Source: an optimization exercise on an open RTL-to-GDS flow (aim: small area, a short achievable clock period and few clock cycles). Production flows keep margins and buffers that such runs may drop. Only simulation tests tie the RTL to the original design; equivalence was not proved. No activity file was given, so power comes from the tool's default toggle rates.

$ cat flow/design.v
module prf_x2 (input wire a, input wire b, output wire y);
    assign y = a ^ b;
endmodule
module prf_crc_word (
    input  wire [31:0] crc_in,
    input  wire [31:0] data,
    output wire [31:0] crc_out
);
    wire [31:0] v;
    prf_x2 u_v0 (.a(crc_in[0]), .b(data[0]), .y(v[0]));
    prf_x2 u_v1 (.a(crc_in[1]), .b(data[1]), .y(v[1]));
    prf_x2 u_v2 (.a(crc_in[2]), .b(data[2]), .y(v[2]));
    prf_x2 u_v3 (.a(crc_in[3]), .b(data[3]), .y(v[3]));
    prf_x2 u_v4 (.a(crc_in[4]), .b(data[4]), .y(v[4]));
    prf_x2 u_v5 (.a(crc_in[5]), .b(data[5]), .y(v[5]));
    prf_x2 u_v6 (.a(crc_in[6]), .b(data[6]), .y(v[6]));
    prf_x2 u_v7 (.a(crc_in[7]), .b(data[7]), .y(v[7]));
    prf_x2 u_v8 (.a(crc_in[8]), .b(data[8]), .y(v[8]));
    prf_x2 u_v9 (.a(crc_in[9]), .b(data[9]), .y(v[9]));
    prf_x2 u_v10 (.a(crc_in[10]), .b(data[10]), .y(v[10]));
    prf_x2 u_v11 (.a(crc_in[11]), .b(data[11]), .y(v[11]));
    prf_x2 u_v12 (.a(crc_in[12]), .b(data[12]), .y(v[12]));
    prf_x2 u_v13 (.a(crc_in[13]), .b(data[13]), .y(v[13]));
    prf_x2 u_v14 (.a(crc_in[14]), .b(data[14]), .y(v[14]));
    prf_x2 u_v15 (.a(crc_in[15]), .b(data[15]), .y(v[15]));
    prf_x2 u_v16 (.a(crc_in[16]), .b(data[16]), .y(v[16]));
    prf_x2 u_v17 (.a(crc_in[17]), .b(data[17]), .y(v[17]));
    prf_x2 u_v18 (.a(crc_in[18]), .b(data[18]), .y(v[18]));
    prf_x2 u_v19 (.a(crc_in[19]), .b(data[19]), .y(v[19]));
    prf_x2 u_v20 (.a(crc_in[20]), .b(data[20]), .y(v[20]));
    prf_x2 u_v21 (.a(crc_in[21]), .b(data[21]), .y(v[21]));
    prf_x2 u_v22 (.a(crc_in[22]), .b(data[22]), .y(v[22]));
    prf_x2 u_v23 (.a(crc_in[23]), .b(data[23]), .y(v[23]));
    prf_x2 u_v24 (.a(crc_in[24]), .b(data[24]), .y(v[24]));
    prf_x2 u_v25 (.a(crc_in[25]), .b(data[25]), .y(v[25]));
    prf_x2 u_v26 (.a(crc_in[26]), .b(data[26]), .y(v[26]));
    prf_x2 u_v27 (.a(crc_in[27]), .b(data[27]), .y(v[27]));
    prf_x2 u_v28 (.a(crc_in[28]), .b(data[28]), .y(v[28]));
    prf_x2 u_v29 (.a(crc_in[29]), .b(data[29]), .y(v[29]));
    prf_x2 u_v30 (.a(crc_in[30]), .b(data[30]), .y(v[30]));
    prf_x2 u_v31 (.a(crc_in[31]), .b(data[31]), .y(v[31]));
    wire t0_0;
    prf_x2 u_t0_0 (.a(v[31]), .b(v[9]), .y(t0_0));
    wire t0_1;
    prf_x2 u_t0_1 (.a(v[24]), .b(v[29]), .y(t0_1));
    wire t0_2;
    prf_x2 u_t0_2 (.a(v[30]), .b(v[8]), .y(t0_2));
    wire t0_3;
    prf_x2 u_t0_3 (.a(v[28]), .b(v[3]), .y(t0_3));
    wire t0_4;
    prf_x2 u_t0_4 (.a(v[6]), .b(v[7]), .y(t0_4));
    wire t0_5;
    prf_x2 u_t0_5 (.a(v[26]), .b(v[27]), .y(t0_5));
    wire t0_6;
    prf_x2 u_t0_6 (.a(v[22]), .b(v[25]), .y(t0_6));
    wire t0_7;
    prf_x2 u_t0_7 (.a(v[21]), .b(v[5]), .y(t0_7));
    wire t0_8;
    prf_x2 u_t0_8 (.a(v[20]), .b(v[4]), .y(t0_8));
    wire t0_9;
    prf_x2 u_t0_9 (.a(v[18]), .b(v[2]), .y(t0_9));
    wire t0_10;
    prf_x2 u_t0_10 (.a(v[17]), .b(v[1]), .y(t0_10));
    wire t0_11;
    prf_x2 u_t0_11 (.a(v[0]), .b(v[16]), .y(t0_11));
    wire t0_12;
    prf_x2 u_t0_12 (.a(v[15]), .b(v[19]), .y(t0_12));
    wire t0_13;
    prf_x2 u_t0_13 (.a(v[11]), .b(v[23]), .y(t0_13));
    wire t0_14;
    prf_x2 u_t0_14 (.a(v[13]), .b(v[5]), .y(t0_14));
    wire t0_15;
    prf_x2 u_t0_15 (.a(v[12]), .b(v[4]), .y(t0_15));
    wire t0_16;
    prf_x2 u_t0_16 (.a(v[10]), .b(v[14]), .y(t0_16));
    wire t0_17;
    prf_x2 u_t0_17 (.a(v[27]), .b(v[7]), .y(t0_17));
    wire t0_18;
    prf_x2 u_t0_18 (.a(v[12]), .b(v[24]), .y(t0_18));
    wire t0_19;
    prf_x2 u_t0_19 (.a(v[3]), .b(v[8]), .y(t0_19));
    wire t0_20;
    prf_x2 u_t0_20 (.a(v[30]), .b(v[6]), .y(t0_20));
    wire t0_21;
    prf_x2 u_t0_21 (.a(v[29]), .b(v[2]), .y(t0_21));
    wire t0_22;
    prf_x2 u_t0_22 (.a(v[26]), .b(v[28]), .y(t0_22));
    wire t0_23;
    prf_x2 u_t0_23 (.a(v[21]), .b(v[23]), .y(t0_23));
    wire t0_24;
    prf_x2 u_t0_24 (.a(v[19]), .b(v[26]), .y(t0_24));
    wire t0_25;
    prf_x2 u_t0_25 (.a(v[19]), .b(v[1]), .y(t0_25));
    wire t0_26;
    prf_x2 u_t0_26 (.a(v[17]), .b(v[22]), .y(t0_26));
    wire t0_27;
    prf_x2 u_t0_27 (.a(v[0]), .b(v[31]), .y(t0_27));
    wire t0_28;
    prf_x2 u_t0_28 (.a(v[0]), .b(v[13]), .y(t0_28));
    wire t0_29;
    prf_x2 u_t0_29 (.a(v[27]), .b(v[28]), .y(t0_29));
    wire t0_30;
    prf_x2 u_t0_30 (.a(v[23]), .b(v[7]), .y(t0_30));
    wire t0_31;
    prf_x2 u_t0_31 (.a(v[20]), .b(v[6]), .y(t0_31));
    wire t0_32;
    prf_x2 u_t0_32 (.a(v[18]), .b(v[23]), .y(t0_32));
    wire t0_33;
    prf_x2 u_t0_33 (.a(v[16]), .b(v[9]), .y(t0_33));
    wire t0_34;
    prf_x2 u_t0_34 (.a(v[16]), .b(v[20]), .y(t0_34));
    wire t0_35;
    prf_x2 u_t0_35 (.a(v[15]), .b(v[25]), .y(t0_35));
    wire t0_36;
    prf_x2 u_t0_36 (.a(v[14]), .b(v[26]), .y(t0_36));
    wire t0_37;
    prf_x2 u_t0_37 (.a(v[14]), .b(v[1]), .y(t0_37));
    wire t0_38;
    prf_x2 u_t0_38 (.a(v[13]), .b(v[29]), .y(t0_38));
    wire t0_39;
    prf_x2 u_t0_39 (.a(v[12]), .b(v[25]), .y(t0_39));
    wire t0_40;
    prf_x2 u_t0_40 (.a(v[10]), .b(v[8]), .y(t0_40));
    wire t0_41;
    prf_x2 u_t0_41 (.a(v[11]), .b(v[9]), .y(t0_41));
    wire t0_42;
    prf_x2 u_t0_42 (.a(v[13]), .b(v[24]), .y(t0_42));
    wire t0_43;
    prf_x2 u_t0_43 (.a(v[3]), .b(v[6]), .y(t0_43));
    wire t0_44;
    prf_x2 u_t0_44 (.a(v[15]), .b(v[2]), .y(t0_44));
    wire t0_45;
    prf_x2 u_t0_45 (.a(v[1]), .b(v[9]), .y(t0_45));
    wire t0_46;
    prf_x2 u_t0_46 (.a(v[15]), .b(v[24]), .y(t0_46));
    wire t0_47;
    prf_x2 u_t0_47 (.a(v[16]), .b(v[31]), .y(t0_47));
    wire t0_48;
    prf_x2 u_t0_48 (.a(v[15]), .b(v[3]), .y(t0_48));
    wire t0_49;
    prf_x2 u_t0_49 (.a(v[20]), .b(v[27]), .y(t0_49));
    wire t0_50;
    prf_x2 u_t0_50 (.a(v[24]), .b(v[2]), .y(t0_50));
    wire t0_51;
    prf_x2 u_t0_51 (.a(v[11]), .b(v[15]), .y(t0_51));
    wire t0_52;
    prf_x2 u_t0_52 (.a(v[17]), .b(v[25]), .y(t0_52));
    wire t0_53;
    prf_x2 u_t0_53 (.a(v[10]), .b(v[18]), .y(t0_53));
    wire t0_54;
    prf_x2 u_t0_54 (.a(v[12]), .b(v[14]), .y(t0_54));
    wire t0_55;
    prf_x2 u_t0_55 (.a(v[18]), .b(v[19]), .y(t0_55));
    wire t0_56;
    prf_x2 u_t0_56 (.a(v[21]), .b(v[28]), .y(t0_56));
    wire t0_57;
    prf_x2 u_t0_57 (.a(v[11]), .b(v[8]), .y(t0_57));
    wire t0_58;
    prf_x2 u_t0_58 (.a(v[21]), .b(v[29]), .y(t0_58));
    wire t0_59;
    prf_x2 u_t0_59 (.a(v[10]), .b(v[6]), .y(t0_59));
    wire t0_60;
    prf_x2 u_t0_60 (.a(v[25]), .b(v[7]), .y(t0_60));
    wire t0_61;
    prf_x2 u_t0_61 (.a(v[28]), .b(v[2]), .y(t0_61));
    wire t0_62;
    prf_x2 u_t0_62 (.a(v[22]), .b(v[4]), .y(t0_62));
    wire t1_0;
    prf_x2 u_t1_0 (.a(t0_0), .b(t0_11), .y(t1_0));
    wire t1_1;
    prf_x2 u_t1_1 (.a(t0_7), .b(t0_8), .y(t1_1));
    wire t1_2;
    prf_x2 u_t1_2 (.a(t0_3), .b(t0_6), .y(t1_2));
    wire t1_3;
    prf_x2 u_t1_3 (.a(t0_10), .b(t0_9), .y(t1_3));
    wire t1_4;
    prf_x2 u_t1_4 (.a(t0_1), .b(t0_5), .y(t1_4));
    wire t1_5;
    prf_x2 u_t1_5 (.a(t0_1), .b(t0_2), .y(t1_5));
    wire t1_6;
    prf_x2 u_t1_6 (.a(t0_38), .b(t0_5), .y(t1_6));
    wire t1_7;
    prf_x2 u_t1_7 (.a(t0_37), .b(t0_6), .y(t1_7));
    wire t1_8;
    prf_x2 u_t1_8 (.a(t0_36), .b(t0_4), .y(t1_8));
    wire t1_9;
    prf_x2 u_t1_9 (.a(t0_3), .b(v[14]), .y(t1_9));
    wire t1_10;
    prf_x2 u_t1_10 (.a(t0_28), .b(t0_7), .y(t1_10));
    wire t1_11;
    prf_x2 u_t1_11 (.a(t0_27), .b(t0_8), .y(t1_11));
    wire t1_12;
    prf_x2 u_t1_12 (.a(t0_25), .b(t0_4), .y(t1_12));
    wire t1_13;
    prf_x2 u_t1_13 (.a(t0_23), .b(t0_4), .y(t1_13));
    wire t1_14;
    prf_x2 u_t1_14 (.a(t0_2), .b(t0_33), .y(t1_14));
    wire t1_15;
    prf_x2 u_t1_15 (.a(t0_18), .b(t0_5), .y(t1_15));
    wire t1_16;
    prf_x2 u_t1_16 (.a(t0_17), .b(t0_34), .y(t1_16));
    wire t1_17;
    prf_x2 u_t1_17 (.a(t0_14), .b(t0_9), .y(t1_17));
    wire t1_18;
    prf_x2 u_t1_18 (.a(t0_13), .b(t0_15), .y(t1_18));
    wire t1_19;
    prf_x2 u_t1_19 (.a(t0_12), .b(v[31]), .y(t1_19));
    wire t1_20;
    prf_x2 u_t1_20 (.a(t0_12), .b(t0_19), .y(t1_20));
    wire t1_21;
    prf_x2 u_t1_21 (.a(t0_1), .b(v[10]), .y(t1_21));
    wire t1_22;
    prf_x2 u_t1_22 (.a(t0_0), .b(t0_20), .y(t1_22));
    wire t1_23;
    prf_x2 u_t1_23 (.a(t0_20), .b(t0_22), .y(t1_23));
    wire t1_24;
    prf_x2 u_t1_24 (.a(t0_10), .b(t0_4), .y(t1_24));
    wire t1_25;
    prf_x2 u_t1_25 (.a(t0_11), .b(t0_18), .y(t1_25));
    wire t1_26;
    prf_x2 u_t1_26 (.a(t0_29), .b(t0_41), .y(t1_26));
    wire t1_27;
    prf_x2 u_t1_27 (.a(t0_2), .b(t0_42), .y(t1_27));
    wire t1_28;
    prf_x2 u_t1_28 (.a(t0_0), .b(t0_16), .y(t1_28));
    wire t1_29;
    prf_x2 u_t1_29 (.a(t0_17), .b(v[25]), .y(t1_29));
    wire t1_30;
    prf_x2 u_t1_30 (.a(t0_12), .b(t0_9), .y(t1_30));
    wire t1_31;
    prf_x2 u_t1_31 (.a(t0_39), .b(t0_43), .y(t1_31));
    wire t1_32;
    prf_x2 u_t1_32 (.a(t0_28), .b(t0_3), .y(t1_32));
    wire t1_33;
    prf_x2 u_t1_33 (.a(t0_2), .b(t0_4), .y(t1_33));
    wire t1_34;
    prf_x2 u_t1_34 (.a(t0_21), .b(v[11]), .y(t1_34));
    wire t1_35;
    prf_x2 u_t1_35 (.a(t0_1), .b(t0_7), .y(t1_35));
    wire t1_36;
    prf_x2 u_t1_36 (.a(t0_11), .b(t0_30), .y(t1_36));
    wire t1_37;
    prf_x2 u_t1_37 (.a(t0_40), .b(t0_44), .y(t1_37));
    wire t1_38;
    prf_x2 u_t1_38 (.a(t0_10), .b(t0_3), .y(t1_38));
    wire t1_39;
    prf_x2 u_t1_39 (.a(t0_27), .b(t0_40), .y(t1_39));
    wire t1_40;
    prf_x2 u_t1_40 (.a(t0_1), .b(t0_45), .y(t1_40));
    wire t1_41;
    prf_x2 u_t1_41 (.a(t0_14), .b(t0_21), .y(t1_41));
    wire t1_42;
    prf_x2 u_t1_42 (.a(t0_10), .b(t0_8), .y(t1_42));
    wire t1_43;
    prf_x2 u_t1_43 (.a(t0_15), .b(t0_46), .y(t1_43));
    wire t1_44;
    prf_x2 u_t1_44 (.a(t0_16), .b(t0_47), .y(t1_44));
    wire t1_45;
    prf_x2 u_t1_45 (.a(t0_13), .b(t0_8), .y(t1_45));
    wire t1_46;
    prf_x2 u_t1_46 (.a(t0_21), .b(v[17]), .y(t1_46));
    wire t1_47;
    prf_x2 u_t1_47 (.a(t0_17), .b(t0_18), .y(t1_47));
    wire t1_48;
    prf_x2 u_t1_48 (.a(t0_48), .b(v[18]), .y(t1_48));
    wire t1_49;
    prf_x2 u_t1_49 (.a(t0_15), .b(t0_24), .y(t1_49));
    wire t1_50;
    prf_x2 u_t1_50 (.a(t0_14), .b(t0_32), .y(t1_50));
    wire t1_51;
    prf_x2 u_t1_51 (.a(t0_16), .b(t0_22), .y(t1_51));
    wire t1_52;
    prf_x2 u_t1_52 (.a(t0_1), .b(t0_6), .y(t1_52));
    wire t1_53;
    prf_x2 u_t1_53 (.a(t0_19), .b(t0_51), .y(t1_53));
    wire t1_54;
    prf_x2 u_t1_54 (.a(t0_15), .b(t0_22), .y(t1_54));
    wire t1_55;
    prf_x2 u_t1_55 (.a(t0_23), .b(t0_52), .y(t1_55));
    wire t1_56;
    prf_x2 u_t1_56 (.a(t0_0), .b(t0_14), .y(t1_56));
    wire t1_57;
    prf_x2 u_t1_57 (.a(t0_26), .b(t0_53), .y(t1_57));
    wire t1_58;
    prf_x2 u_t1_58 (.a(t0_13), .b(t0_54), .y(t1_58));
    wire t1_59;
    prf_x2 u_t1_59 (.a(t0_10), .b(t0_12), .y(t1_59));
    wire t1_60;
    prf_x2 u_t1_60 (.a(t0_16), .b(t0_56), .y(t1_60));
    wire t1_61;
    prf_x2 u_t1_61 (.a(t0_3), .b(t0_9), .y(t1_61));
    wire t1_62;
    prf_x2 u_t1_62 (.a(t0_26), .b(t0_57), .y(t1_62));
    wire t1_63;
    prf_x2 u_t1_63 (.a(t0_24), .b(t0_32), .y(t1_63));
    wire t1_64;
    prf_x2 u_t1_64 (.a(t0_59), .b(v[24]), .y(t1_64));
    wire t1_65;
    prf_x2 u_t1_65 (.a(t0_13), .b(t0_25), .y(t1_65));
    wire t1_66;
    prf_x2 u_t1_66 (.a(t0_2), .b(t0_6), .y(t1_66));
    wire t1_67;
    prf_x2 u_t1_67 (.a(t0_31), .b(t0_7), .y(t1_67));
    wire t1_68;
    prf_x2 u_t1_68 (.a(t0_16), .b(t0_2), .y(t1_68));
    wire t1_69;
    prf_x2 u_t1_69 (.a(t0_30), .b(t0_62), .y(t1_69));
    wire t1_70;
    prf_x2 u_t1_70 (.a(t0_0), .b(t0_13), .y(t1_70));
    wire t1_71;
    prf_x2 u_t1_71 (.a(t0_29), .b(t0_35), .y(t1_71));
    wire t2_0;
    prf_x2 u_t2_0 (.a(t1_0), .b(t1_9), .y(t2_0));
    wire t2_1;
    prf_x2 u_t2_1 (.a(t1_0), .b(t1_21), .y(t2_1));
    wire t2_2;
    prf_x2 u_t2_2 (.a(t0_39), .b(t1_23), .y(t2_2));
    wire t2_3;
    prf_x2 u_t2_3 (.a(t1_24), .b(t1_25), .y(t2_3));
    wire t2_4;
    prf_x2 u_t2_4 (.a(t1_26), .b(v[13]), .y(t2_4));
    wire t2_5;
    prf_x2 u_t2_5 (.a(t1_0), .b(t1_3), .y(t2_5));
    wire t2_6;
    prf_x2 u_t2_6 (.a(t1_27), .b(t1_8), .y(t2_6));
    wire t2_7;
    prf_x2 u_t2_7 (.a(t1_20), .b(t1_3), .y(t2_7));
    wire t2_8;
    prf_x2 u_t2_8 (.a(t1_28), .b(t1_29), .y(t2_8));
    wire t2_9;
    prf_x2 u_t2_9 (.a(t1_11), .b(t1_5), .y(t2_9));
    wire t2_10;
    prf_x2 u_t2_10 (.a(t1_30), .b(t1_31), .y(t2_10));
    wire t2_11;
    prf_x2 u_t2_11 (.a(t1_1), .b(t1_12), .y(t2_11));
    wire t2_12;
    prf_x2 u_t2_12 (.a(t1_21), .b(t1_32), .y(t2_12));
    wire t2_13;
    prf_x2 u_t2_13 (.a(t1_1), .b(t1_7), .y(t2_13));
    wire t2_14;
    prf_x2 u_t2_14 (.a(t1_33), .b(t1_34), .y(t2_14));
    wire t2_15;
    prf_x2 u_t2_15 (.a(t1_2), .b(t1_35), .y(t2_15));
    wire t2_16;
    prf_x2 u_t2_16 (.a(t1_36), .b(t1_37), .y(t2_16));
    wire t2_17;
    prf_x2 u_t2_17 (.a(t1_18), .b(t1_38), .y(t2_17));
    wire t2_18;
    prf_x2 u_t2_18 (.a(t1_39), .b(v[22]), .y(t2_18));
    wire t2_19;
    prf_x2 u_t2_19 (.a(t1_17), .b(t1_18), .y(t2_19));
    wire t2_20;
    prf_x2 u_t2_20 (.a(t0_24), .b(t1_41), .y(t2_20));
    wire t2_21;
    prf_x2 u_t2_21 (.a(t1_15), .b(t1_42), .y(t2_21));
    wire t2_22;
    prf_x2 u_t2_22 (.a(t1_10), .b(t1_3), .y(t2_22));
    wire t2_23;
    prf_x2 u_t2_23 (.a(t1_22), .b(t1_43), .y(t2_23));
    wire t2_24;
    prf_x2 u_t2_24 (.a(t1_12), .b(t1_2), .y(t2_24));
    wire t2_25;
    prf_x2 u_t2_25 (.a(t1_17), .b(t1_44), .y(t2_25));
    wire t2_26;
    prf_x2 u_t2_26 (.a(t1_20), .b(t1_8), .y(t2_26));
    wire t2_27;
    prf_x2 u_t2_27 (.a(t1_45), .b(t1_46), .y(t2_27));
    wire t2_28;
    prf_x2 u_t2_28 (.a(t1_1), .b(t1_14), .y(t2_28));
    wire t2_29;
    prf_x2 u_t2_29 (.a(t1_47), .b(t1_48), .y(t2_29));
    wire t2_30;
    prf_x2 u_t2_30 (.a(t1_10), .b(t1_5), .y(t2_30));
    wire t2_31;
    prf_x2 u_t2_31 (.a(t0_26), .b(t1_49), .y(t2_31));
    wire t2_32;
    prf_x2 u_t2_32 (.a(t1_22), .b(t1_7), .y(t2_32));
    wire t2_33;
    prf_x2 u_t2_33 (.a(t0_49), .b(t1_50), .y(t2_33));
    wire t2_34;
    prf_x2 u_t2_34 (.a(t1_13), .b(t1_19), .y(t2_34));
    wire t2_35;
    prf_x2 u_t2_35 (.a(t0_50), .b(t1_51), .y(t2_35));
    wire t2_36;
    prf_x2 u_t2_36 (.a(t1_16), .b(t1_52), .y(t2_36));
    wire t2_37;
    prf_x2 u_t2_37 (.a(t1_14), .b(t1_54), .y(t2_37));
    wire t2_38;
    prf_x2 u_t2_38 (.a(t1_4), .b(t1_56), .y(t2_38));
    wire t2_39;
    prf_x2 u_t2_39 (.a(t1_0), .b(t1_4), .y(t2_39));
    wire t2_40;
    prf_x2 u_t2_40 (.a(t0_55), .b(t1_58), .y(t2_40));
    wire t2_41;
    prf_x2 u_t2_41 (.a(t1_0), .b(t1_6), .y(t2_41));
    wire t2_42;
    prf_x2 u_t2_42 (.a(t0_31), .b(t1_59), .y(t2_42));
    wire t2_43;
    prf_x2 u_t2_43 (.a(t1_16), .b(t1_3), .y(t2_43));
    wire t2_44;
    prf_x2 u_t2_44 (.a(t1_60), .b(v[30]), .y(t2_44));
    wire t2_45;
    prf_x2 u_t2_45 (.a(t1_19), .b(t1_61), .y(t2_45));
    wire t2_46;
    prf_x2 u_t2_46 (.a(t0_58), .b(t1_62), .y(t2_46));
    wire t2_47;
    prf_x2 u_t2_47 (.a(t1_11), .b(t1_2), .y(t2_47));
    wire t2_48;
    prf_x2 u_t2_48 (.a(t1_63), .b(t1_64), .y(t2_48));
    wire t2_49;
    prf_x2 u_t2_49 (.a(t1_1), .b(t1_4), .y(t2_49));
    wire t2_50;
    prf_x2 u_t2_50 (.a(t0_60), .b(t1_65), .y(t2_50));
    wire t2_51;
    prf_x2 u_t2_51 (.a(t1_15), .b(t1_66), .y(t2_51));
    wire t2_52;
    prf_x2 u_t2_52 (.a(t0_61), .b(t1_67), .y(t2_52));
    wire t2_53;
    prf_x2 u_t2_53 (.a(t1_2), .b(t1_6), .y(t2_53));
    wire t2_54;
    prf_x2 u_t2_54 (.a(t0_0), .b(t1_13), .y(t2_54));
    wire t2_55;
    prf_x2 u_t2_55 (.a(t1_4), .b(t1_68), .y(t2_55));
    wire t2_56;
    prf_x2 u_t2_56 (.a(t1_69), .b(v[28]), .y(t2_56));
    wire t2_57;
    prf_x2 u_t2_57 (.a(t1_5), .b(t1_70), .y(t2_57));
    wire t2_58;
    prf_x2 u_t2_58 (.a(t1_71), .b(v[5]), .y(t2_58));
    wire t3_0;
    prf_x2 u_t3_0 (.a(t2_1), .b(t2_2), .y(t3_0));
    wire t3_1;
    prf_x2 u_t3_1 (.a(t2_3), .b(t2_4), .y(t3_1));
    wire t3_2;
    prf_x2 u_t3_2 (.a(t2_5), .b(t2_6), .y(t3_2));
    wire t3_3;
    prf_x2 u_t3_3 (.a(t2_7), .b(t2_8), .y(t3_3));
    wire t3_4;
    prf_x2 u_t3_4 (.a(t2_10), .b(t2_9), .y(t3_4));
    wire t3_5;
    prf_x2 u_t3_5 (.a(t2_11), .b(t2_12), .y(t3_5));
    wire t3_6;
    prf_x2 u_t3_6 (.a(t2_13), .b(t2_14), .y(t3_6));
    wire t3_7;
    prf_x2 u_t3_7 (.a(t2_15), .b(t2_16), .y(t3_7));
    wire t3_8;
    prf_x2 u_t3_8 (.a(t2_17), .b(t2_18), .y(t3_8));
    wire t3_9;
    prf_x2 u_t3_9 (.a(t1_40), .b(t2_19), .y(t3_9));
    wire t3_10;
    prf_x2 u_t3_10 (.a(t2_0), .b(t2_20), .y(t3_10));
    wire t3_11;
    prf_x2 u_t3_11 (.a(t2_0), .b(t2_21), .y(t3_11));
    wire t3_12;
    prf_x2 u_t3_12 (.a(t2_22), .b(t2_23), .y(t3_12));
    wire t3_13;
    prf_x2 u_t3_13 (.a(t2_24), .b(t2_25), .y(t3_13));
    wire t3_14;
    prf_x2 u_t3_14 (.a(t2_26), .b(t2_27), .y(t3_14));
    wire t3_15;
    prf_x2 u_t3_15 (.a(t2_28), .b(t2_29), .y(t3_15));
    wire t3_16;
    prf_x2 u_t3_16 (.a(t2_30), .b(t2_31), .y(t3_16));
    wire t3_17;
    prf_x2 u_t3_17 (.a(t2_32), .b(t2_33), .y(t3_17));
    wire t3_18;
    prf_x2 u_t3_18 (.a(t2_34), .b(t2_35), .y(t3_18));
    wire t3_19;
    prf_x2 u_t3_19 (.a(t1_53), .b(t2_36), .y(t3_19));
    wire t3_20;
    prf_x2 u_t3_20 (.a(t1_55), .b(t2_37), .y(t3_20));
    wire t3_21;
    prf_x2 u_t3_21 (.a(t1_57), .b(t2_38), .y(t3_21));
    wire t3_22;
    prf_x2 u_t3_22 (.a(t2_39), .b(t2_40), .y(t3_22));
    wire t3_23;
    prf_x2 u_t3_23 (.a(t2_41), .b(t2_42), .y(t3_23));
    wire t3_24;
    prf_x2 u_t3_24 (.a(t2_43), .b(t2_44), .y(t3_24));
    wire t3_25;
    prf_x2 u_t3_25 (.a(t2_45), .b(t2_46), .y(t3_25));
    wire t3_26;
    prf_x2 u_t3_26 (.a(t2_47), .b(t2_48), .y(t3_26));
    wire t3_27;
    prf_x2 u_t3_27 (.a(t2_49), .b(t2_50), .y(t3_27));
    wire t3_28;
    prf_x2 u_t3_28 (.a(t2_51), .b(t2_52), .y(t3_28));
    wire t3_29;
    prf_x2 u_t3_29 (.a(t2_53), .b(t2_54), .y(t3_29));
    wire t3_30;
    prf_x2 u_t3_30 (.a(t2_55), .b(t2_56), .y(t3_30));
    wire t3_31;
    prf_x2 u_t3_31 (.a(t2_57), .b(t2_58), .y(t3_31));
    wire t4_0;
    prf_x2 u_t4_0 (.a(t3_4), .b(v[11]), .y(t4_0));
    wire t4_1;
    prf_x2 u_t4_1 (.a(t0_35), .b(t3_11), .y(t4_1));
    wire t4_2;
    prf_x2 u_t4_2 (.a(t3_12), .b(v[27]), .y(t4_2));
    assign crc_out[0] = t3_0;
    assign crc_out[1] = t3_1;
    assign crc_out[2] = t3_2;
    assign crc_out[3] = t3_3;
    assign crc_out[4] = t4_0;
    assign crc_out[5] = t3_5;
    assign crc_out[6] = t3_6;
    assign crc_out[7] = t3_7;
    assign crc_out[8] = t3_8;
    assign crc_out[9] = t3_9;
    assign crc_out[10] = t3_10;
    assign crc_out[11] = t4_1;
    assign crc_out[12] = t4_2;
    assign crc_out[13] = t3_13;
    assign crc_out[14] = t3_14;
    assign crc_out[15] = t3_15;
    assign crc_out[16] = t3_16;
    assign crc_out[17] = t3_17;
    assign crc_out[18] = t3_18;
    assign crc_out[19] = t3_19;
    assign crc_out[20] = t3_20;
    assign crc_out[21] = t3_21;
    assign crc_out[22] = t3_22;
    assign crc_out[23] = t3_23;
    assign crc_out[24] = t3_24;
    assign crc_out[25] = t3_25;
    assign crc_out[26] = t3_26;
    assign crc_out[27] = t3_27;
    assign crc_out[28] = t3_28;
    assign crc_out[29] = t3_29;
    assign crc_out[30] = t3_30;
    assign crc_out[31] = t3_31;
endmodule
module prf_telemetry_mux (
    input  wire         clk,
    input  wire         rst,
    input  wire [7:0]   tick,           
    input  wire         load_valid,     
    input  wire [2:0]   load_kind,
    input  wire [31:0]  load_value,
    input  wire         req_valid,
    output reg          req_ready,
    input  wire [7:0]   req_mask,
    input  wire [143:0] req_payload,    
    output reg          out_valid,
    input  wire         out_ready,
    output reg  [31:0]  out_data,
    output reg  [2:0]   out_nbytes,
    output reg          out_last
);
    function [3:0] f_size(input [2:0] k);
        case (k)
            3'd0: f_size = 4'd12;  3'd1: f_size = 4'd11;
            3'd2: f_size = 4'd14;  3'd3: f_size = 4'd13;
            3'd4: f_size = 4'd11;  3'd5: f_size = 4'd10;
            3'd6: f_size = 4'd10;  default: f_size = 4'd9;
        endcase
    endfunction
    function [7:0] f_kbit(input [2:0] k);
        case (k)
            3'd0: f_kbit = 8'd6;  3'd1: f_kbit = 8'd2;
            3'd2: f_kbit = 8'd5;  3'd3: f_kbit = 8'd1;
            3'd4: f_kbit = 8'd7;  3'd5: f_kbit = 8'd3;
            3'd6: f_kbit = 8'd4;  default: f_kbit = 8'd0;
        endcase
    endfunction
    function [1:0] f_nwl(input [2:0] k);    
        case (k)
            3'd2:    f_nwl = 2'd2;
            3'd7:    f_nwl = 2'd0;
            default: f_nwl = 2'd1;
        endcase
    endfunction
    function [31:0] f_init(input [2:0] k);
        case (k)
            3'd0: f_init = 32'hF9FFFFFF;  3'd1: f_init = 32'h9BF3A90F;
            3'd2: f_init = 32'h09B93D59;  3'd3: f_init = 32'h4AC9A203;
            3'd4: f_init = 32'h9BF6A90F;  3'd5: f_init = 32'h09B93B59;
            3'd6: f_init = 32'h09B93C59;  default: f_init = 32'h4E08BFB4;
        endcase
    endfunction
    function [2:0] f_first(input [7:0] m);
        casez (m)
            8'b???????1: f_first = 3'd0;
            8'b??????10: f_first = 3'd1;
            8'b?????100: f_first = 3'd2;
            8'b????1000: f_first = 3'd3;
            8'b???10000: f_first = 3'd4;
            8'b??100000: f_first = 3'd5;
            8'b?1000000: f_first = 3'd6;
            default:     f_first = 3'd7;
        endcase
    endfunction
    function [7:0] f_above(input [2:0] k);    
        f_above = 8'hFE << k;
    endfunction
    reg [31:0] cnt [0:7];
    integer k;
    always @(posedge clk) begin
        if (rst) begin
            for (k = 0; k < 8; k = k + 1) cnt[k] <= 32'd0;
        end else begin
            for (k = 0; k < 8; k = k + 1) begin
                if (load_valid && load_kind == k)
                    cnt[k] <= load_value;
                else if (tick[k])
                    cnt[k] <= cnt[k] + 32'd1;
            end
        end
    end
    reg [255:0] scnt;         
    reg [143:0] spay;
    reg [7:0]   smask;        
    wire [7:0] rmask = {req_mask[0], req_mask[4], req_mask[3], req_mask[7],
                        req_mask[1], req_mask[5], req_mask[2], req_mask[6]};
    reg        g_act;         
    reg        g_hold;        
    reg        g_tail;        
    reg [2:0]  gk;            
    reg [3:0]  gp;            
    reg        e_act;         
    reg [2:0]  ek;
    reg [1:0]  ew;
    reg [31:0] crc_s;
    reg        h_val;         
    reg [31:0] crc_h;
    reg        pv;            
    reg [15:0] esel;          
    reg [7:0]  sp1;           
    reg [7:0]  gk1;           
    reg [7:0]  ew0e;          
    reg        ew0n;          
    reg        gq_any;        
    reg        gq_fin;        
    localparam E00 = 0,  E01 = 1,  E10 = 2,  E11 = 3,  E20 = 4,  E21 = 5,
               E22 = 6,  E30 = 7,  E31 = 8,  E40 = 9,  E41 = 10, E50 = 11,
               E51 = 12, E60 = 13, E61 = 14, E70 = 15;
    function [15:0] f_esel(input act, input [2:0] k, input [1:0] w);
        begin
            f_esel = 16'd0;
            if (act)
                case (k)
                    3'd0: f_esel[E00 + w] = 1'b1;
                    3'd1: f_esel[E10 + w] = 1'b1;
                    3'd2: f_esel[E20 + w] = 1'b1;
                    3'd3: f_esel[E30 + w] = 1'b1;
                    3'd4: f_esel[E40 + w] = 1'b1;
                    3'd5: f_esel[E50 + w] = 1'b1;
                    3'd6: f_esel[E60 + w] = 1'b1;
                    default: f_esel[E70] = 1'b1;
                endcase
        end
    endfunction
    wire        spec = |sp1;
    wire [31:0] e_word =
          ({32{esel[E00]}} & {8'h00, scnt[7:0], scnt[15:8], scnt[23:16]})
        | ({32{esel[E01]}} & {scnt[31:24], spay[7:0], spay[15:8], spay[23:16]})
        | ({32{esel[E10]}} & {16'h0000, scnt[39:32], scnt[47:40]})
        | ({32{esel[E11]}} & {scnt[55:48], scnt[63:56], spay[31:24], spay[39:32]})
        | ({32{esel[E20]}} & {24'h000000, scnt[71:64]})
        | ({32{esel[E21]}} & {scnt[79:72], scnt[87:80], scnt[95:88], spay[47:40]})
        | ({32{esel[E22]}} & {spay[55:48], spay[63:56], spay[71:64], spay[79:72]})
        | ({32{esel[E30]}} & {scnt[103:96], scnt[111:104], scnt[119:112], scnt[127:120]})
        | ({32{esel[E31]}} & {spay[87:80], spay[95:88], spay[103:96], spay[111:104]})
        | ({32{esel[E40]}} & {16'h0000, scnt[135:128], scnt[143:136]})
        | ({32{esel[E41]}} & {scnt[151:144], scnt[159:152], spay[119:112], spay[127:120]})
        | ({32{esel[E50]}} & {24'h000000, scnt[167:160]})
        | ({32{esel[E51]}} & {scnt[175:168], scnt[183:176], scnt[191:184], spay[135:128]})
        | ({32{esel[E60]}} & {24'h000000, scnt[199:192]})
        | ({32{esel[E61]}} & {scnt[207:200], scnt[215:208], scnt[223:216], spay[143:136]})
        | ({32{esel[E70]}} & {scnt[231:224], scnt[239:232], scnt[247:240], scnt[255:248]})
        | ({32{sp1[1]}} & {16'h0000, cnt[1][7:0], cnt[1][15:8]})
        | ({32{sp1[2]}} & {24'h000000, cnt[2][7:0]})
        | ({32{sp1[4]}} & {16'h0000, cnt[4][7:0], cnt[4][15:8]})
        | ({32{sp1[5]}} & {24'h000000, cnt[5][7:0]})
        | ({32{sp1[6]}} & {24'h000000, cnt[6][7:0]});
    wire [7:0]  ew0q = ew0e | sp1;
    wire [31:0] e_base = ({32{ew0q[0]}} & f_init(3'd0)) | ({32{ew0q[1]}} & f_init(3'd1))
                       | ({32{ew0q[2]}} & f_init(3'd2)) | ({32{ew0q[3]}} & f_init(3'd3))
                       | ({32{ew0q[4]}} & f_init(3'd4)) | ({32{ew0q[5]}} & f_init(3'd5))
                       | ({32{ew0q[6]}} & f_init(3'd6)) | ({32{ew0q[7]}} & f_init(3'd7))
                       | ({32{ew0n}} & crc_s);
    wire [31:0] crc_next;
    prf_crc_word u_crc (.crc_in(e_base), .data(e_word), .crc_out(crc_next));
    wire        e_wlast = (ew == f_nwl(ek));
    wire [7:0]  e_rest  = smask & f_above(ek);
    wire [3:0]  g_size  = f_size(gk);
    wire [3:0]  g_szm1  = g_size - 4'd1;
    wire [7:0]  g_rest  = smask & f_above(gk);
    wire        g_more  = |g_rest;
    wire [2:0]  nk      = f_first(g_rest);
    wire [4:0]  g_nxt   = {1'b0, gp} + 5'd4;
    wire        g_inrec = (g_nxt <= {1'b0, g_szm1});          
    wire        g_end   = !g_tail && (gp == g_szm1);          
    wire        g_last  = g_tail || g_hold || (g_end && !g_more);
    wire        g_crcfin = gq_fin;                             
    wire        g_ok    = !gq_any || h_val;                    
    wire        g_anyB  = (g_nxt >= {1'b0, g_size} - 5'd4);
    wire        g_finB  = (g_nxt == {1'b0, g_szm1});
    wire        g_c3    = (g_nxt < {1'b0, g_size} + 5'd3);
    wire [31:0] g_cnt   = ({32{gk1[0]}} & scnt[31:0])    | ({32{gk1[1]}} & scnt[63:32])
                        | ({32{gk1[2]}} & scnt[95:64])   | ({32{gk1[3]}} & scnt[127:96])
                        | ({32{gk1[4]}} & scnt[159:128]) | ({32{gk1[5]}} & scnt[191:160])
                        | ({32{gk1[6]}} & scnt[223:192]) | ({32{gk1[7]}} & scnt[255:224]);
    reg  [135:0] w;
    always @(*) begin
        w = 136'd0;
        w[63:0] = {g_cnt, f_kbit(gk), crc_h[31:8]};
        case (gk)
            3'd0: w[135:64] = {16'd0, crc_h, spay[23:0]};
            3'd1: w[135:64] = {24'd0, crc_h, spay[39:24]};
            3'd2: w[135:64] = {crc_h, spay[79:40]};
            3'd3: w[135:64] = {8'd0, crc_h, spay[111:80]};
            3'd4: w[135:64] = {24'd0, crc_h, spay[127:112]};
            3'd5: w[135:64] = {32'd0, crc_h, spay[135:128]};
            3'd6: w[135:64] = {32'd0, crc_h, spay[143:136]};
            default: w[135:64] = {40'd0, crc_h};
        endcase
    end
    wire [87:0] fs1 = gp[3] ? {24'd0, w[135:64]} : w[87:0];
    wire [55:0] fs2 = gp[2] ? fs1[87:32] : fs1[55:0];
    wire [39:0] fs3 = gp[1] ? fs2[55:16] : fs2[39:0];
    wire [31:0] g_data = gp[0] ? fs3[39:8] : fs3[31:0];
    wire [2:0]  g_nbytes = g_tail ? (3'd3 - gp[2:0]) : 3'd4;
    wire advance = !out_valid || out_ready;
    wire gadv    = advance && g_act && g_ok;       
    wire take    = req_valid && req_ready;
    wire h_rel   = gadv && g_crcfin;               
    wire e_done  = e_act && e_wlast && (!h_val || h_rel);
    wire e_step  = e_act && !e_wlast;
    wire [2:0] r_first = f_first(rmask);
    wire [2:0] s_first = f_first(smask);
    reg        g_act_n, g_hold_n, g_tail_n, e_act_n, h_val_n;
    reg [2:0]  gk_n, ek_n;
    reg [3:0]  gp_n;
    reg [1:0]  ew_n;
    reg [7:0]  smask_n;
    always @(*) begin
        g_act_n  = g_act;
        g_hold_n = g_hold;
        g_tail_n = g_tail;
        gk_n     = gk;
        gp_n     = gp;
        smask_n  = take ? rmask : smask;
        if (gadv) begin
            if (g_last) begin
                if (g_hold) begin
                    g_hold_n = 1'b0;
                    g_tail_n = (smask == 8'd0);
                    gk_n     = s_first;
                    gp_n     = 4'd3;
                end else if (take) begin
                    g_tail_n = (rmask == 8'd0);
                    gk_n     = r_first;
                    gp_n     = 4'd3;
                end else
                    g_act_n  = 1'b0;
            end else if (g_inrec)
                gp_n = g_nxt[3:0];
            else begin
                gp_n = g_nxt[3:0] - g_size;
                if (g_more)
                    gk_n = nk;
                else
                    g_tail_n = 1'b1;
            end
        end else if (take) begin
            if (g_act)
                g_hold_n = 1'b1;
            else begin
                g_act_n  = 1'b1;
                g_tail_n = (rmask == 8'd0);
                gk_n     = r_first;
                gp_n     = 4'd3;
            end
        end
        e_act_n = e_act;
        ek_n    = ek;
        ew_n    = ew;
        if (take) begin
            e_act_n = (rmask != 8'd0);
            ek_n    = r_first;
            ew_n    = {1'b0, spec};
        end else if (e_done) begin
            e_act_n = |e_rest;
            ek_n    = f_first(e_rest);
            ew_n    = 2'd0;
        end else if (e_step)
            ew_n = ew + 2'd1;
        if (e_done)
            h_val_n = 1'b1;
        else if (h_rel)
            h_val_n = 1'b0;
        else
            h_val_n = h_val;
    end
    wire g_last1 = g_inrec ? ((g_nxt[3:0] == g_szm1) && !g_more) : !g_more;   
    wire e_end   = e_act && e_wlast && !(|e_rest);     
    wire e_busy  = e_act && !(e_end && (!h_val || h_rel));
    reg  rdy_n;
    always @(*) begin
        if (take)
            rdy_n = (rmask == 8'd0) && (!g_act || gadv);
        else if (g_hold)
            rdy_n = gadv && (smask == 8'd0);
        else if (!g_act)
            rdy_n = 1'b1;
        else if (gadv)
            rdy_n = g_last || (g_last1 && !e_busy);
        else
            rdy_n = g_last && !e_busy;
    end
    function [15:0] f_es0(input [2:0] k);      
        f_es0 = f_esel(1'b1, k, 2'd0);
    endfunction
    wire [15:0] es_take  = (rmask == 8'd0) ? 16'd0 : f_esel(1'b1, r_first, {1'b0, spec});
    wire [15:0] es_done  = (|e_rest) ? f_es0(f_first(e_rest)) : 16'd0;
    wire [15:0] es_shift = {esel[14:0] & 15'b010_1010_1011_0101, 1'b0};
    wire [15:0] esel_n   = rst ? 16'd0 : take ? es_take : e_done ? es_done :
                           e_step ? es_shift : esel;
    wire [7:0]  ew0e_n   = {esel_n[E70], esel_n[E60], esel_n[E50], esel_n[E40],
                            esel_n[E30], esel_n[E20], esel_n[E10], esel_n[E00]};
    wire        ew0n_n   = !rst && (take ? spec : e_done ? 1'b0 : e_step ? 1'b1 : ew0n);
    wire [7:0]  sp1_n  = (rdy_n && req_valid && !take && !rst) ?
                         ((8'd1 << r_first) & 8'b0111_0110) : 8'd0;
    always @(posedge clk) begin
        if (req_ready) begin
            for (k = 0; k < 8; k = k + 1)
                scnt[32*k +: 32] <= cnt[k];
            spay <= req_payload;
        end
        smask <= smask_n;
        gk    <= gk_n;
        gp    <= gp_n;
        g_tail <= g_tail_n;
        ek    <= ek_n;
        ew    <= ew_n;
        if (e_step || (take && spec))
            crc_s <= crc_next;
        pv <= req_valid && !take && !rst;
        esel <= esel_n;
        sp1  <= sp1_n;
        ew0e <= ew0e_n;
        ew0n <= ew0n_n;
        gk1  <= 8'd1 << gk_n;
        if (gadv)
            {gq_any, gq_fin} <= g_last ? 2'b00 : g_inrec ? {g_anyB, g_finB} : {2{g_c3}};
        else if (take && !g_act)
            {gq_any, gq_fin} <= 2'b00;
        if (e_done)
            crc_h <= crc_next;
        if (advance) begin
            out_data   <= g_data;
            out_nbytes <= g_nbytes;
            out_last   <= g_last;
        end
    end
    always @(posedge clk) begin
        if (rst) begin
            g_act     <= 1'b0;
            g_hold    <= 1'b0;
            e_act     <= 1'b0;
            h_val     <= 1'b0;
            out_valid <= 1'b0;
            req_ready <= 1'b0;
        end else begin
            g_act     <= g_act_n;
            g_hold    <= g_hold_n;
            e_act     <= e_act_n;
            h_val     <= h_val_n;
            req_ready <= rdy_n;
            if (advance)
                out_valid <= g_act && g_ok;
        end
    end
endmodule
$ cat flow/flow/run.sh
#!/bin/bash
set -euo pipefail
bash standard.sh SETUP_SLACK_MARGIN=6.5 \
    "BUFFER_PORTS_ARGS=-buffer_cell sky130_fd_sc_hd__buf_2" finish > standard.log 2>&1
$ cat flow/standard.sh
#!/bin/bash
# synth_recipe.tcl (not shown) runs the flow's synth.tcl, then flattens the netlist and writes it again
# the make line also repeats each setting of config.mk as NAME=value (left out here)
make -C /OpenROAD-flow-scripts/flow DESIGN_CONFIG=/design/flow/config.mk WORK_HOME=/design/flow/orfs CLKGATE_MAP_FILE= SYNTH_SCRIPT=/design/flow/synth_recipe.tcl "${@:-finish}"
$ cat flow/config.mk
export PLATFORM = sky130hd
export DESIGN_NAME = prf_telemetry_mux
export DESIGN_NICKNAME = prf_telemetry_mux
export VERILOG_FILES = /design/flow/design.v
export SDC_FILE = /design/flow/constraint.sdc
export NUM_CORES = 4
export LEC_CHECK = 0
export CAP_MARGIN = 20
export CORE_MARGIN = 2
export CORE_UTILIZATION = 40
export CTS_CLUSTER_DIAMETER = 100
export CTS_CLUSTER_SIZE = 20
export SETUP_SLACK_MARGIN = 5
export SLEW_MARGIN = 20
export SYNTH_HIERARCHICAL = 1
export SYNTH_MINIMUM_KEEP_SIZE = 0
$ cat flow/constraint.sdc
create_clock -name core_clock -period 10.0 [get_ports {clk}]
set_input_delay 2.0000 -clock core_clock [delete_from_list [all_inputs] [get_ports {clk}]]
set_output_delay 2.0000 -clock core_clock [all_outputs]
set_load 0.01 [all_outputs]
==> impl_metrics.csv, run 1 <==
group,metric,value,unit
cts,cts.sinks,815,
global_routing,grt-ovfl-total,0,
setup_path,crit_top_cell,"xor2_1",
setup_path,crit_family,"XOR/XNOR gates",
finish,finalNetCount,4438,
synthesis,netlist_area,43100,sq um
setup_path,cp_max_fo,32,
finish,fill_cells,9879,
global_routing,grt_max_degree,141,
sta,finalSetupTns,0,ps
floorplan,die_h,332,um
routing,drt_wl_total,202,mm
place,portBuffers,237,
sta,max_freq,0.276,GHz
flow_run,cap_violations,0,
setup_path,r2r_cells,12,
pwr,switchingPower,4.74,mW
synthesis,synth-xor-area-share,10.0,%
status,status,"complete, no violations",
synthesis,synth_fa_ha_area_share,0.807,%
synthesis,synth_ff_type,"edfxtp_1",
pwr,clkPwrFrac,19.0,%
setup_path,path_cells,"buf_8, a22o_1, a221oi_1, nand4_1, xor2_4, buf_4, xor2_4, buf_12, xor2_1, xor2_1, xor2_1, xor2_1",
pwr,leakage,17.5,nW
synthesis,yosys-top-cells-count,"519 x edfxtp_1, 437 x nor2_1, 416 x xor2_1",
setup_path,startpoint_type,"register",
pwr,switching_share,40.4,%
setup_path,cp.arrival,4130,ps
global_routing,grt_pass1_vias,33800,
pwr,ir_drop,0.000183,V
sta,hold_viol,0,
synthesis,synth.distinct_cells,100,
synthesis,yosys_warnings,8,
sta,setup_viol,0,
sta,tightest_slew,1130,ps
worst_hold_path,hold_path_class,"register to register",
sta,skew,40.4,ps
finish,drive_gt1_share,16.7,%
pwr,pwr-share-comb,40.6,%
floorplan,core_region_area,107000,sq um
global_routing,grt_pass1_wl,274,mm
pwr,internal_power,6.99,mW
synthesis,synth-seq-cells,815,
setup_path,crit_required,10510,ps
routing,drt_iter0_drc,6472,
global_routing,gr-usage-met1,46.4,%
synthesis,synth-async-reset-ratio,0,%
synthesis,synth-compound-area-share,18.1,%
floorplan,die_area,110000,sq um
sta,max_slew_margin,24.4,%
floorplan,boundaryPins,238,
synthesis,synth_area_leader_cell,"edfxtp_1",
synthesis,netlist.area_leader.share,36.2,%
synthesis,synth-simple-area-share,13.6,%
routing,final_antenna_net_count,0,
worst_hold_path,hold_depth,0,
setup_path,cpMaxStageDelayCell,"nand4_1",
synthesis,syn_nets,4316,
synthesis,ys_top_cells_by_area,"edfxtp_1 36%, dfxtp_1 14%, xor2_1 8.5%",
cts,cts_tree,"built",
sta,rsz0062_at_grt,"true",
routing,firstDrtPassIters,9,
synthesis,synth_top_family_by_area,"compound AO/OA/AOI/OAI gates",
setup_path,end_kind,"register",
cts,clockBufferDepth,3,
finish,final_cell_count_no_fill,5656,
sta,slew_violations,0,
place,gp_congestion,1.07,
setup_path,crit_buf_inv,3,
global_routing,antenna_found_initial,11,
place,dp_cells,5481,
place,place_ws,5040,ps
global_routing,grt-busiest-layer,"met2",
synthesis,synth_mux_area_share,3.43,%
floorplan,rows,120,
cts,numCtsBuffers,50,
routing,vias,37700,
global_routing,grt_usage,35.1,%
cts,clockRootBuffer,"clkbuf_16",
pwr,p_per_area,238,nW/um^2
setup_path,critPathKind,"register to register",
cts,path_clk_slew,100,ps
sta,post-route-period-util,36.2,%
synthesis,yosys.cell_count.top_type,"edfxtp_1",
sta,fin_ws,6380,ps
place,dp_hpwl,147,mm
pwr,seqPwrFrac,40.4,%
routing,via_per_inst,6.66,
routing,drc,0,
synthesis,synth_cells,4091,
cts,cts_htree_levels,2,
synthesis,synth_area_per_cell,10.5,sq um
global_routing,met3_usage,10.9,%
synthesis,ys_seq_area_share,49.9,%
sta,min_period,3620,ps
cts,hold_buffers,0,
global_routing,grt_util_met2,50.9,%
floorplan,start_util,40.3,%
setup_path,path_depth,12,
cts,clk_latency,710,ps
setup_path,slowest_delay,560,ps
floorplan,die_w,332,um
routing,drt-wirelength-per-cell,35.7,um
finish,synthToLayoutAreaGrowth,14.2,%
synthesis,synth_edf_count,519,
-- metrics by stage --
stage,hold slack [ps],util (%),instance area (sq um),power [mW]
2_1_floorplan,406,-,43300,7.69
3_3_place_gp,415,42.3,45300,8.64
3_5_place_dp,422,42.3,45300,8.64
4_1_cts,445,44.9,48000,11.2
5_1_grt,471,46.0,49200,12.0
6_report,446,46.0,49200,11.7
-- modules after synthesis (local to each module, per instance) --
module	cell area, sq um	cells	flip-flops and latches	copies in the design
prf_telemetry_mux	40600	3798	815	1
prf_crc_word	240	32	0	1
prf_x2	8.76	1	0	261
-- registers in the layout (all words and copies together), names as in the netlist, 7 cells and up --
register and count:
gk1 8, smask 8, esel 9, ew0e 7
spay 144, scnt 256, crc_h 32, out_data 32
cnt 256, crc_s 32
-- power by group through the flow --
| stage | Clock (mW) | Sequential (mW) | Combinational [mW] |
|---|---|---|---|
| global placement | 0 | 4.77 | 3.87 |
| detailed placement | 0 | 4.76 | 3.88 |
| finish | 2.23 | 4.74 | 4.76 |
| floorplan | 0 | 4.55 | 3.14 |
| global route | 2.36 | 4.73 | 4.91 |
| CTS | 2.25 | 4.69 | 4.26 |
-- timing repair --
item,4_1_cts,5_1_grt
pin swaps,20,46
cloned,9,3
setup endpoints to repair,159,107
resized for setup,115,100
setup buffers,23,48
-- worst reg2reg max path: cells and delay by family (launching register included) --
kind | cells | cell delay, ps
XOR/XNOR | 6 | 1510
AND/OR/NAND/NOR | 1 | 560
buffers and inverters | 3 | 550
AO/OA/AOI/OAI | 2 | 480
flip-flops | 1 | 340
-- cell families after synthesis --
kind of cell	count (synthesis)
AO/OA/AOI/OAI	1051
XOR/XNOR	492
adder cells (fa/ha/maj)	27
buffers and inverters	383
flip-flops	815
multiplexers	117
AND/OR/NAND/NOR	1206
-- placed cells by master, fill, tap and decap left out, drive strengths merged, types with 42 or more instances in the layout --
cell type | netlist | final
buf | 109 | 392
and3 | 56 | 56
mux2i | 78 | 78
nand2 | 246 | 246
nand3 | 124 | 124
nand4 | 111 | 111
xnor2 | 76 | 76
xor2 | 416 | 416
o21ai | 107 | 107
inv | 49 | 53
edfxtp | 519 | 519
dfxtp | 296 | 296
a21oi | 90 | 90
nor2 | 441 | 441
a222oi | 42 | 42
clkbuf | 225 | 77
nor3 | 55 | 55
a221oi | 62 | 62
a211oi | 252 | 252
a22oi | 249 | 249
-- worst paths after layout --
check / endpoint / slack (ps) / startpoint
max reg2reg: crc_h[12]$_DFFE_PP_ / 6380 / esel[3]$_SDFFE_PP0P_
max: crc_h[12]$_DFFE_PP_ / 6380 / esel[3]$_SDFFE_PP0P_
min: scnt[213]$_DFFE_PP_ / 450 / cnt[6][21]$_SDFFE_PP0P_
min reg2reg: scnt[213]$_DFFE_PP_ / 450 / cnt[6][21]$_SDFFE_PP0P_
-- routing by layer --
layer | part of all wire, % | wire (um) | vias up
met3 | 14 | 27400 | 686
met5 | 0.15 | 309 | -
li1 | - | - | 15700
met1 | 38 | 76300 | 18400
met4 | 7.3 | 14700 | 16
met2 | 41 | 83200 | 2897
-- cell type report --
type / instances / area [sq um] / area share [%]
sequential: 815 / 21500 / 43.8
multi-input combinational: 2895 / 21200 / 43.2
clock buffer: 75 / 1400 / 2.84
antenna: 4 / 10.0 / 0.0204
timing repair buffer: 400 / 2910 / 5.91
timing repair inverter: 2 / 12.5 / 0.0254
clock inverter: 13 / 131 / 0.267
tap: 1403 / 1760 / 3.57
inverter: 49 / 196 / 0.399
Testbench counts, summed over its fixed seeds: cycles 31,956.
==> run 2, diff against run 1 <==
--- a/flow/config.mk
+++ b/flow/config.mk
@@ -8,5 +8,5 @@
 export CAP_MARGIN = 20
 export CORE_MARGIN = 2
-export CORE_UTILIZATION = 40
+export CORE_UTILIZATION = 55
 export CTS_CLUSTER_DIAMETER = 100
 export CTS_CLUSTER_SIZE = 20
==> run 2 against run 1 <==
  * Still clean on timing, DRC and antenna
  * Die area shrank 27%
  * Clock skew grew 18 ps
  * Synthesized area is the same
  * Synthesized cell count is the same
  * Clock-buffer cell count grew 3
  * Sequential cell count is the same
  * Register-to-register slack lost 200 ps
==> impl_metrics.csv, run 2 <==
group,metric,value,unit
cts,numCtsBuffers,50,
sta,setup_viol,0,
setup_path,cp.arrival,4240,ps
pwr,ir_drop,0.000158,V
sta,finalSetupTns,0,ps
place,dp_cells,5120,
synthesis,synth.distinct_cells,100,
global_routing,antenna_found_initial,16,
finish,final_cell_count_no_fill,5319,
global_routing,grt_max_degree,159,
synthesis,ys_top_cells_by_area,"edfxtp_1 36%, dfxtp_1 14%, xor2_1 8.5%",
sta,hold_viol,0,
pwr,p_total,12.0,mW
synthesis,synth_fa_ha_area_share,0.807,%
synthesis,synth-simple-area-share,13.6,%
setup_path,path_depth,11,
cts,cts.sinks,815,
routing,drc,0,
floorplan,die_h,284,um
synthesis,synth-seq-cells,815,
worst_hold_path,hold_depth,0,
floorplan,die_w,284,um
status,status,"complete, no violations",
place,portBuffers,237,
setup_path,slowest_delay,550,ps
synthesis,synth-xor-area-share,10.0,%
synthesis,synth_edf_count,519,
sta,max_freq,0.261,GHz
pwr,seqPwrFrac,39.8,%
floorplan,die_area,80600,sq um
cts,clk_latency,690,ps
synthesis,synth-compound-area-share,18.1,%
place,gp_congestion,1.13,
setup_path,crit_buf_inv,3,
setup_path,crit_top_cell,"xor2_2",
global_routing,grt_pass1_vias,36400,
cts,clockBufferDepth,3,
synthesis,synth_area_leader_cell,"edfxtp_1",
routing,via_per_inst,7.44,
sta,slew_violations,0,
finish,stdcell_area,49100,sq um
sta,post-route-period-util,38.2,%
pwr,switching_share,40.9,%
pwr,internal_power,7.07,mW
synthesis,synth_cells,4091,
finish,layout_commonest_cell,"edfxtp_1",
floorplan,rows,102,
cts,cts_tree,"built",
setup_path,path_cells,"a222oi_1, and3_1, nand4_1, xor2_2, buf_6, xor2_4, buf_12, xor2_4, xor2_2, xor2_2, buf_6",
synthesis,synth_area_per_cell,10.5,sq um
place,dp_hpwl,150,mm
place,placed_area,44800,sq um
synthesis,netlist.area_leader.share,36.2,%
setup_path,end_kind,"register",
pwr,p_per_area,244,nW/um^2
sta,min_period,3820,ps
setup_path,r2r_cells,11,
finish,synthToLayoutAreaGrowth,14.0,%
floorplan,core_region_area,77500,sq um
synthesis,synth_ff_type,"edfxtp_1",
sta,max_slew_margin,20.3,%
setup_path,cp_max_fo,5,
routing,final_antenna_net_count,0,
synthesis,netlist_area,43100,sq um
synthesis,ys_seq_area_share,49.9,%
finish,finalNetCount,4458,
routing,drt_iter0_drc,7436,
pwr,pwr-share-comb,41.4,%
routing,drt-wirelength-per-cell,38.6,um
worst_hold_path,hold_path_class,"register to register",
sta,tightest_slew,1190,ps
setup_path,startpoint_type,"register",
cts,clockRootBuffer,"clkbuf_16",
pwr,leakage,17.6,nW
cts,hold_buffers,0,
pwr,switchingPower,4.89,mW
synthesis,synth-async-reset-ratio,0,%
synthesis,yosys_warnings,8,
routing,vias,39600,
routing,drt_wl_total,205,mm
synthesis,synth_top_family_by_area,"compound AO/OA/AOI/OAI gates",
floorplan,boundaryPins,238,
flow_run,cap_violations,0,
pwr,clkPwrFrac,18.8,%
synthesis,syn_nets,4316,
setup_path,crit_required,10410,ps
cts,cts_htree_levels,2,
synthesis,yosys-top-cells-count,"519 x edfxtp_1, 437 x nor2_1, 416 x xor2_1",
global_routing,grt_usage,49.1,%
sta,skew,58.2,ps
synthesis,synth_mux_area_share,3.43,%
sta,rsz0062_at_grt,"true",
finish,final_cell_mix,"519 x edfxtp_1, 434 x nor2_1, 327 x xor2_1",
floorplan,start_util,55.6,%
finish,top_regs,"cnt (256), scnt (256), spay (144)",
setup_path,cpMaxStageDelayCell,"nand4_1",
global_routing,grt_pass1_wl,281,mm
finish,drive_gt1_share,17.4,%
setup_path,crit_family,"XOR/XNOR gates",
synthesis,yosys.cell_count.top_type,"edfxtp_1",
cts,path_clk_slew,80,ps
setup_path,critPathKind,"register to register",
routing,firstDrtPassIters,12,
global_routing,grt-ovfl-total,0,
[run 2: cell counts after synthesis]
No cell type changed its count.
[run 2: what timing repair did]
action,in CTS,in global routing
gates resized for setup,136,107
pin swaps,21,48
setup buffers,42,52
gates cloned,6,1
setup endpoints to repair,176,107
[run 2: worst paths after layout]
check                     startpoint                  end  slack, ps
max              scnt[247]$_DFFE_PP_  crc_h[25]$_DFFE_PP_       6180
min          cnt[3][24]$_SDFFE_PP0P_  scnt[120]$_DFFE_PP_        440
max reg2reg      scnt[247]$_DFFE_PP_  crc_h[25]$_DFFE_PP_       6180
min reg2reg  cnt[3][24]$_SDFFE_PP0P_  scnt[120]$_DFFE_PP_        440
[run 2: logic make-up (layout without fill, tap and decap cells)]
group                    after synthesis  count (layout)
adder cells (fa/ha/maj)               27              27
flip-flops                           815             815
buffers and inverters                383             562
AND/OR/NAND/NOR                     1206            1208
other                                  0               7
AO/OA/AOI/OAI                       1051            1051
multiplexers                         117             117
XOR/XNOR                             492             492
[run 2: routing by layer]
| metal | routed length, um | global-route usage [%] |
|---|---|---|
| met1 | 70500 | 61.8 |
| met2 | 81400 | 67.7 |
| met3 | 32200 | 18.7 |
| met4 | 21000 | 38.4 |
| met5 | 191 | 0.893 |
[run 2: per-stage QoR]
stage	util, %	worst slack [ps]	hold WS, ps
after floorplan	-	5030	406
after global placement	57.9	5110	421
after detailed placement	57.9	5060	420
after CTS	61.9	6450	440
after global routing	63.4	6280	469
final	63.4	6180	438
[run 2: power groups by stage]
stage,Clock [mW],Sequential [mW],Combinational [mW]
after floorplan,0,4.55,3.14
after global placement,0,4.82,3.83
after detailed placement,0,4.82,3.85
after CTS,2.24,4.70,4.40
after global routing,2.35,4.74,5.08
final,2.25,4.76,4.95
[run 2: layout make-up]
| class | instances | area (sq um) |
|---|---|---|
| Clock buffer | 78 | 1370 |
| Sequential cell | 815 | 21500 |
| Antenna cell | 7 | 17.5 |
| Clock inverter | 13 | 229 |
| Timing Repair inverter | 1 | 7.51 |
| Tap cell | 1040 | 1300 |
| Inverter | 49 | 204 |
| Fill cell | 6012 | 28400 |
| Timing Repair Buffer | 421 | 3090 |
| Multi-Input combinational cell | 2895 | 21400 |
[run 2: Yosys stat by module (local to each module, per instance)]
module,copies in the design,cell area [sq um]
prf_crc_word,1,240
prf_telemetry_mux,1,40600
prf_x2,261,8.76
==> run 3, diff against run 2 <==
--- a/flow/config.mk
+++ b/flow/config.mk
@@ -6,5 +6,5 @@
 export NUM_CORES = 4
 export LEC_CHECK = 0
-export CAP_MARGIN = 20
+export CAP_MARGIN = 10
 export CORE_MARGIN = 2
 export CORE_UTILIZATION = 55
@@ -12,5 +12,5 @@
 export CTS_CLUSTER_SIZE = 20
 export SETUP_SLACK_MARGIN = 5
-export SLEW_MARGIN = 20
+export SLEW_MARGIN = 10
 export SYNTH_HIERARCHICAL = 1
 export SYNTH_MINIMUM_KEEP_SIZE = 0
==> run 3 against run 2 <==
  * Sequential share of layout area rose by 0.066 points
  * Synthesized area unchanged
  * Design area is 0.15% lower
  * Non-clock buffer count fell by 12
  * Die area is the same
  * Register-to-register slack is essentially flat
  * Still clean
  * Hold slack better by 3.6 ps
  * Wire length increased by 0.13%
  * Sequential power is essentially flat
==> impl_metrics.csv, run 3 <==
group,metric,value,unit
status,status,"complete, no violations",
finish,fin_util,63.3,%
setup_path,r2r_cells,12,
finish,final_cell_count_no_fill,5312,
setup_path,cp.arrival,4220,ps
pwr,seqPwrFrac,39.8,%
sta,tightest_slew,1140,ps
global_routing,grt_pass1_vias,36000,
worst_hold_path,min-delay-start,"cnt[3][24]$_SDFFE_PP0P_",
flow_run,cap_violations,0,
synthesis,ys_top_cells_by_area,"edfxtp_1 36%, dfxtp_1 14%, xor2_1 8.5%",
global_routing,grt-busiest-layer,"met2",
finish,top_regs,"cnt (256), scnt (256), spay (144)",
pwr,switchingPower,4.92,mW
cts,cts_htree_levels,2,
routing,final_antenna_net_count,0,
setup_path,startpoint_type,"register",
setup_path,cp_max_fo,32,
floorplan,die_h,284,um
sta,post-route-period-util,38.2,%
sta,finalSetupTns,0,ps
finish,final_cell_mix,"519 x edfxtp_1, 434 x nor2_1, 328 x xor2_1",
global_routing,grt_usage,48.9,%
synthesis,synth-seq-cells,815,
finish,finalNetCount,4446,
sta,min_period,3820,ps
sta,max_freq,0.262,GHz
floorplan,die_area,80600,sq um
setup_path,r2r-end,"crc_h[25]$_DFFE_PP_",
finish,synthToLayoutAreaGrowth,13.8,%
worst_hold_path,hold_depth,0,
routing,drt_iter0_drc,7285,
cts,cts_tree,"built",
synthesis,synth_fa_ha_area_share,0.807,%
setup_path,r2r_slack,6180,ps
sta,rsz0062_at_grt,"true",
global_routing,grt_util_met2,68.3,%
synthesis,ys_seq_area_share,49.9,%
floorplan,core_region_area,77500,sq um
routing,firstDrtPassIters,14,
synthesis,synth.distinct_cells,100,
synthesis,yosys.cell_count.top_type,"edfxtp_1",
sta,fin_ws,6180,ps
routing,drc,0,
routing,vias,39400,
synthesis,netlist_area,43100,sq um
floorplan,boundaryPins,238,
synthesis,synth_area_leader_cell,"edfxtp_1",
cts,hold_buffers,0,
cts,cts.sinks,815,
sta,slew_violations,0,
worst_hold_path,hold_path_class,"register to register",
worst_hold_path,min_to,"scnt[120]$_DFFE_PP_",
pwr,internal_power,7.03,mW
sta,hold_viol,0,
synthesis,synth_cells,4091,
cts,clockBufferDepth,3,
synthesis,synth_mux_area_share,3.43,%
synthesis,synth_area_per_cell,10.5,sq um
pwr,switching_share,41.2,%
routing,via_per_inst,7.43,
place,portBuffers,237,
synthesis,syn_nets,4316,
setup_path,crit_required,10400,ps
finish,layout_commonest_cell,"edfxtp_1",
place,place_ws,5060,ps
synthesis,synth-async-reset-ratio,0,%
global_routing,grt-ovfl-total,0,
synthesis,yosys-top-cells-count,"519 x edfxtp_1, 437 x nor2_1, 416 x xor2_1",
global_routing,antenna_found_initial,17,
routing,drt-wirelength-per-cell,38.7,um
synthesis,synth-simple-area-share,13.6,%
pwr,leakage,17.6,nW
cts,numCtsBuffers,50,
finish,drive_gt1_share,17.1,%
sta,max_slew_margin,23.5,%
floorplan,start_util,55.6,%
place,gp_congestion,1.13,
synthesis,synth_edf_count,519,
floorplan,rows,102,
setup_path,end_kind,"register",
cts,path_clk_slew,90,ps
sta,setup_viol,0,
global_routing,gr-usage-met1,62.2,%
pwr,ir_drop,0.000153,V
global_routing,grt_max_degree,159,
place,dp_hpwl,150,mm
pwr,p_total,12.0,mW
synthesis,synth-compound-area-share,18.1,%
pwr,clkPwrFrac,18.6,%
pwr,p_per_area,244,nW/um^2
cts,clockRootBuffer,"clkbuf_16",
synthesis,synth_ff_type,"edfxtp_1",
global_routing,met3_usage,17.2,%
cts,clk_latency,690,ps
pwr,pwr-share-comb,41.6,%
setup_path,critPathKind,"register to register",
sta,skew,49.2,ps
synthesis,netlist.area_leader.share,36.2,%
synthesis,synth_top_family_by_area,"compound AO/OA/AOI/OAI gates",
setup_path,r2r_start,"esel[14]$_SDFFE_PP0P_",
floorplan,die_w,284,um
routing,drt_wl_total,205,mm
place,dp_cells,5119,
synthesis,synth-xor-area-share,10.0,%
synthesis,yosys_warnings,8,
global_routing,grt_pass1_wl,280,mm
## run 3: cell counts after synthesis
No cell type changed its count.
## run 3: routing by layer
metal,vias to the layer above,share of wire [%]
met5,-,0.031
met4,10,10
met3,945,16
met2,3784,40
met1,19000,34
li1,15700,-
## run 3: cells by family (layout without fill, tap and decap cells)
logic type | after synthesis | in the layout
xor+xnor | 492 | 492
simple gates | 1206 | 1208
buf+inv | 383 | 550
flops | 815 | 815
fa+ha+maj | 27 | 27
other cells | 0 | 12
compound gates | 1051 | 1051
mux | 117 | 117
## run 3: per-stage QoR
stage               area (sq um)  hold WS (ps)
floorplan                  43300           406
global placement           44800           421
detailed placement         44800           421
CTS                        47900           441
global route               49000           468
finish                     49000           442
## run 3: Yosys stat by module, one instance, submodules excluded
module             cell area (sq um)  flops+latches  copies in the design
prf_telemetry_mux              40600            815                     1
prf_crc_word                     240              0                     1
prf_x2                          8.76              0                   261
## run 3: layout make-up
type / instances / area, sq um
clock inverters: 14 / 209
diodes: 12 / 30.0
clock buffers: 77 / 1350
repair buffers: 409 / 2960
flip-flops and latches: 815 / 21500
multi-input cells: 2895 / 21400
fillers: 6091 / 28400
inverters: 49 / 209
repair inverters: 1 / 7.51
well taps: 1040 / 1300
## run 3: what timing repair did
item,in CTS,in global routing
setup endpoints to repair,177,130
buffers inserted,41,42
pin swaps,27,57
resized for setup,137,120
hold endpoints to repair,0,0
gates cloned,6,1
## run 3: power groups by stage
stage / clock network (mW) / registers [mW] / logic (mW)
6_report: 2.23 / 4.76 / 4.97
5_1_grt: 2.32 / 4.73 / 5.10
4_1_cts: 2.21 / 4.70 / 4.41
3_5_place_dp: 0 / 4.81 / 3.85
3_3_place_gp: 0 / 4.82 / 3.83
2_1_floorplan: 0 / 4.55 / 3.14
## run 3: how the worst max path moves through the flow
stage,start,to,cells after the start
5_1_grt,scnt[214]$_DFFE_PP_,crc_h[25]$_DFFE_PP_,10
3_5_place_dp,out_ready,ew0e[1]$_SDFFE_PP0P_,8
2_1_floorplan,req_ready$_SDFF_PP0_,req_ready,0
4_1_cts,esel[6]$_SDFFE_PP0P_,crc_h[25]$_DFFE_PP_,11
3_3_place_gp,out_ready,ew0e[1]$_SDFFE_PP0P_,8
6_report,esel[14]$_SDFFE_PP0P_,crc_h[25]$_DFFE_PP_,12
## run 3: worst max-delay path, cell delays in order, from the launching register on
cell      delay, ps
dfxtp_1         350
buf_12          190
a22o_1          230
a221oi_1        370
and3_1          260
nand2_1         150
xor2_1          210
buf_4           220
xor2_1          670
xor2_1          300
xor2_1          290
xor2_2          100
buf_4           180

Re-timed with assumed drivers on the ports (clkbuf_16 on the clock, buf_2 on other inputs), run 3 has 6.179 ns of setup slack against 6.179 ns with ideal ports, and 5.834 ns once port delays also move by the mid clock arrival of 0.735 ns.
